This design comes from an exercise in tuning for small area, a short achievable clock period and few clock cycles per item on the open sky130 flow, not from production work. Function was checked by simulation only, so behaviour that the tests miss may differ from the original. No activity file was given, so power comes from the tool's default toggle rates.

==> flow/design.v (excerpt) <==
module pfd (
  input  wire        clk,
  input  wire        rst,         
  input  wire        cmd_valid,
  output wire        cmd_ready,
  input  wire [63:0] cmd,
  input  wire [4:0]  reg_addr,
  output reg  [63:0] reg_rdata,
  input  wire [7:0]  fb_addr,
  output wire [7:0]  fb_rdata
);
  localparam [3:0] OP_NOP = 4'h0, OP_CLR = 4'h1, OP_PUSH = 4'h2, OP_LDIN = 4'h3,
                   OP_DISPATCH = 4'h4, OP_SLICE = 4'h5, OP_UNPACK = 4'h6,
                   OP_NSPLIT = 4'h7, OP_TDEC = 4'h8, OP_INSERT = 4'h9,
                   OP_PACK = 4'hA, OP_NPACK = 4'hB, OP_TENC = 4'hC,
                   OP_FINAL = 4'hD;
  localparam [3:0] ST_OK = 4'd0, ST_FRAMING = 4'd1, ST_UNKNOWN_TYPE = 4'd2,
                   ST_TRUNCATED = 4'd3, ST_ABSENT = 4'd4, ST_BAD_OPERAND = 4'd5,
                   ST_OVERFLOW = 4'd6, ST_ILLEGAL_OP = 4'd7;
  reg [511:0] fbv;            
  reg [6:0]  flen;            
  reg [3:0]  opstat;
  reg        fvalid, ovf, hdrvld, subknown;
  reg [1:0]  cls;
  reg [7:0]  r_type, r_subtype, r_seq;
  reg [47:0] acc;
  reg        acc_vld;
  ...
For scale: ~6,000 cells after synthesis, roughly 680 flip-flops.
export LEC_CHECK = 0
export ABC_AREA = 1
export CAP_MARGIN = 5
export CORE_MARGIN = 2
export CORE_UTILIZATION = 35
export PLACE_DENSITY = 0.45
export SLEW_MARGIN = 5
create_clock -name core_clock -period 20.0 [get_ports {clk}]
standard.sh (not shown) runs the stock make flow with config.mk's settings and CLKGATE_MAP_FILE= SYNTH_SCRIPT=/design/flow/synth_recipe.tcl, a recipe that flattens the netlist after the stock synthesis.
==> flow/flow/run.sh <==
#!/bin/bash
set -euo pipefail
export SETUP_SLACK_MARGIN=10
export BUFFER_PORTS_ARGS="-buffer_cell sky130_fd_sc_hd__buf_2"
export CTS_ARGS='-sink_clustering_enable -repair_clock_nets -sink_clustering_size 24 -sink_clustering_max_diameter 100 -buf_list {sky130_fd_sc_hd__clkbuf_16 sky130_fd_sc_hd__clkbuf_8} -dont_use_dummy_load'
bash standard.sh > standard.log 2>&1
The first run finished clean.
Testbench counts at the start, summed over its fixed seeds: cycles 8,304, cmds 8,296.
==> next run, changes <==
==> flow/flow/run.sh (replaced) <==
#!/bin/bash
set -euo pipefail
export SETUP_SLACK_MARGIN=10
export BUFFER_PORTS_ARGS="-buffer_cell sky130_fd_sc_hd__buf_2"
bash standard.sh > standard.log 2>&1
ABC_AREA = unset   (was 1)
CAP_MARGIN = 40   (was 5)
CORE_UTILIZATION = 45   (was 35)
CTS_BUF_LIST = sky130_fd_sc_hd__clkbuf_8   (was unset)
CTS_CLUSTER_SIZE = 20   (was unset)
PLACE_DENSITY = 0.6   (was 0.45)
SLEW_MARGIN = 40   (was 5)
The changed run completed with no timing, DRC or antenna violations.
Routed wire length goes up by 5.2%.
Worst hold slack improved by 0.0050 ns.
Area after synthesis goes up by 1.5%.
Utilization goes up by 13 points.
Register-to-register slack got worse by 0.84 ns.
First-iteration DRC count goes up by 17%.
Total power goes up by 13%.

========
Another version of the RTL of pfd (not shown whole).
Size in the first run: ~4,700 cells after synthesis, about 680 flip-flops, roughly 150 I/O pins, ~47,000 sq um of cells after synthesis.
// pfd
module pfd (
  input  wire        clk,
  input  wire        rst,         
  input  wire        cmd_valid,
  output wire        cmd_ready,
  input  wire [63:0] cmd,
  input  wire [4:0]  reg_addr,
  output reg  [63:0] reg_rdata,
  input  wire [7:0]  fb_addr,
  output wire [7:0]  fb_rdata
);
  localparam [3:0] OP_NOP = 4'h0, OP_CLR = 4'h1, OP_PUSH = 4'h2, OP_LDIN = 4'h3,
                   OP_DISPATCH = 4'h4, OP_SLICE = 4'h5, OP_UNPACK = 4'h6,
                   OP_NSPLIT = 4'h7, OP_TDEC = 4'h8, OP_INSERT = 4'h9,
                   OP_PACK = 4'hA, OP_NPACK = 4'hB, OP_TENC = 4'hC,
                   OP_FINAL = 4'hD;
  localparam [3:0] ST_OK = 4'd0, ST_FRAMING = 4'd1, ST_UNKNOWN_TYPE = 4'd2,
                   ST_TRUNCATED = 4'd3, ST_ABSENT = 4'd4, ST_BAD_OPERAND = 4'd5,
                   ST_OVERFLOW = 4'd6, ST_ILLEGAL_OP = 4'd7;
  reg [511:0] fbv;            
  reg [6:0]  flen;            
  reg [3:0]  opstat;
  reg        fvalid, ovf, hdrvld, subknown;
  reg [1:0]  cls;
  reg [7:0]  r_type, r_subtype, r_seq;
  reg [47:0] acc;
  reg        acc_vld;
  reg [3:0]  acc_dsel;
  reg [7:0]  nib;             
  reg        nib_vld;
  reg        tsign;
  reg [14:0] tmag;
  reg        t_vld;
  reg [47:0] din;
  wire [3:0]  opc   = cmd[63:60];
  wire [7:0]  off   = cmd[59:52];
  wire [2:0]  nb    = cmd[51:49];
  wire [5:0]  lsb   = cmd[48:43];
  wire [5:0]  wid   = cmd[42:37];
  wire        absf  = cmd[36];
  wire [3:0]  dsel  = cmd[35:32];
  wire        tbit  = cmd[31];
  wire [30:0] rsv   = cmd[30:0];
  wire [47:0] imm   = cmd[47:0];
  wire nb_1to6    = (nb != 3'd0) && (nb != 3'd7);
  ...
clock: 20.0 ns
lec_check: 0
cap_margin: 40
core_margin: 2
core_utilization: 22
place_density: 0.3
slew_margin: 40
run.sh (not shown) runs the stock make flow with config.mk's settings and CLKGATE_MAP_FILE= SYNTH_SCRIPT=/design/flow/synth_recipe.tcl, a recipe that flattens the netlist after the stock synthesis.
Stock flow here: none of the scripts above is used.
Testbench counts at the start, summed over its fixed seeds: cycles 8,304, cmds 8,296.
==> next run, changes <==
==> flow/flow/run.sh (new file) <==
#!/bin/bash
set -euo pipefail
export SETUP_SLACK_MARGIN=8
bash standard.sh > standard.log 2>&1
==> flow/standard.sh (new file) <==
#!/bin/bash
# synth_recipe.tcl (not shown) runs the flow's synth.tcl, then flattens the netlist and writes it again
# the make line also repeats each setting of config.mk as NAME=value (left out here)
make -C /OpenROAD-flow-scripts/flow DESIGN_CONFIG=/design/flow/config.mk WORK_HOME=/design/flow/orfs CLKGATE_MAP_FILE= SYNTH_SCRIPT=/design/flow/synth_recipe.tcl "${@:-finish}"
Settings changed: CORE_UTILIZATION 22 to 45, PLACE_DENSITY 0.3 to 0.6.
removed: flow/run.sh
What happened: The changed run finished with timing, DRC and antenna clean. Wire length is lower by 20%. Sequential cell count stays the same. Power is lower by 7.6%. Cell count is lower by 20%. Global-route usage is higher by 19 points. Non-clock buffer count is lower by 67. Sequential power barely changes. Setup slack improved by 1200 ps. Clock skew is higher by 11 ps. Design area is lower by 5.1%. Worst hold slack got worse by 3.5 ps.
==> next run, changes <==
==> flow/flow/run.sh (replaced) <==
#!/bin/bash
set -euo pipefail
export SETUP_SLACK_MARGIN=10
bash standard.sh > standard.log 2>&1
Effect: Sequential power stays flat; via count rises by 2.3%; global-route usage rises by 1.3 points; sequential share of layout area falls by 2.0 points; clock power rises by about 3%; flip-flop and latch count stays the same; core utilization rises by 3.1 points.
==> next run, changes <==
==> flow/run.sh (new file) <==
#!/bin/bash
# synth_recipe.tcl (not shown) runs the flow's synth.tcl, then flattens the netlist and writes it again
# the make line also repeats each setting of config.mk as NAME=value (left out here)
make -C /OpenROAD-flow-scripts/flow DESIGN_CONFIG=/design/flow/config.mk WORK_HOME=/design/flow/orfs CLKGATE_MAP_FILE= SYNTH_SCRIPT=/design/flow/synth_recipe.tcl finish
removed: flow/flow/run.sh
removed: flow/standard.sh
Result:
- The changed run passed the timing, design-rule and antenna checks
- routed wire length falls by 1.9%
- critical path depth came out higher by 14
- setup slack got worse by 2300 ps
- first-iteration DRC count shrinks by 3.0%
- count of clock-buffer cells in the layout went down by 1
- synthesized cell count is unchanged
- total power came out lower by 5.3%
- utilization came out lower by 3.0 points
- cell area shrinks by 5.6%
==> next run, changes <==
Settings changed: ABC_CLOCK_PERIOD_IN_PS from default to 8000.
=>
- The changed run finished with timing, DRC and antenna clean
- routed wire length stays the same
- die area does not change
- total power is unchanged
- synthesized cell count is unchanged
- utilization is unchanged
- worst hold slack is unchanged
- via count stays the same
- clock power is about the same
- clock-buffer cell count does not change
- maximum frequency is unchanged

-- static timing again, ports no longer ideal --
In the flow no input, the clock included, has a driving cell. The finished layouts below were timed again as built, in two steps.
Step 1 sets driving cells, clkbuf_16 on the clock port and buf_2 on the other inputs (assumed; they add their load-dependent delay and slew).
Step 2 times the ports against the registers' clock, not the clock port: input delays grow and output delays shrink by t, the midpoint of the rising clock arrivals with the driver on.
a / b / c = ideal ports / drivers / drivers and shift; a / b = the first two.
run | t, ns | setup WS [ns] | worst hold slack (ns) | clock arrival spread, ns | worst register clock-pin slew, ns
the first run of note 1 | 0.729 | 9.590 / 9.438 / 9.281 | 0.459 / 0.459 / 0.459 | 0.149 / 0.149 | 0.11 / 0.11
the second run of note 1 | 0.933 | 9.790 / 9.696 / 8.889 | 0.464 / 0.464 / 0.464 | 0.090 / 0.090 | 0.09 / 0.09
the first run of note 2 | 0.849 | 6.825 / 6.888 / 6.039 | 0.447 / 0.447 / 0.447 | 0.061 / 0.061 | 0.06 / 0.06
the second run of note 2 | 0.742 | 8.039 / 8.083 / 7.341 | 0.443 / 0.443 / 0.443 | 0.073 / 0.072 | 0.07 / 0.07
the third run of note 2 | 0.754 | 9.747 / 9.206 / 9.121 | 0.450 / 0.450 / 0.450 | 0.025 / 0.025 | 0.07 / 0.07
the fourth run of note 2 | 0.744 | 7.442 / 7.480 / 6.736 | 0.443 / 0.443 / 0.443 | 0.052 / 0.052 | 0.07 / 0.07
the fifth run of note 2 | 0.744 | 7.442 / 7.480 / 6.736 | 0.443 / 0.443 / 0.443 | 0.052 / 0.052 | 0.07 / 0.07
After both steps every run listed still meets setup and hold. The setup slack of the second run of note 1, which loses most, moves by -0.094 ns with the drivers and by -0.901 ns with both steps.
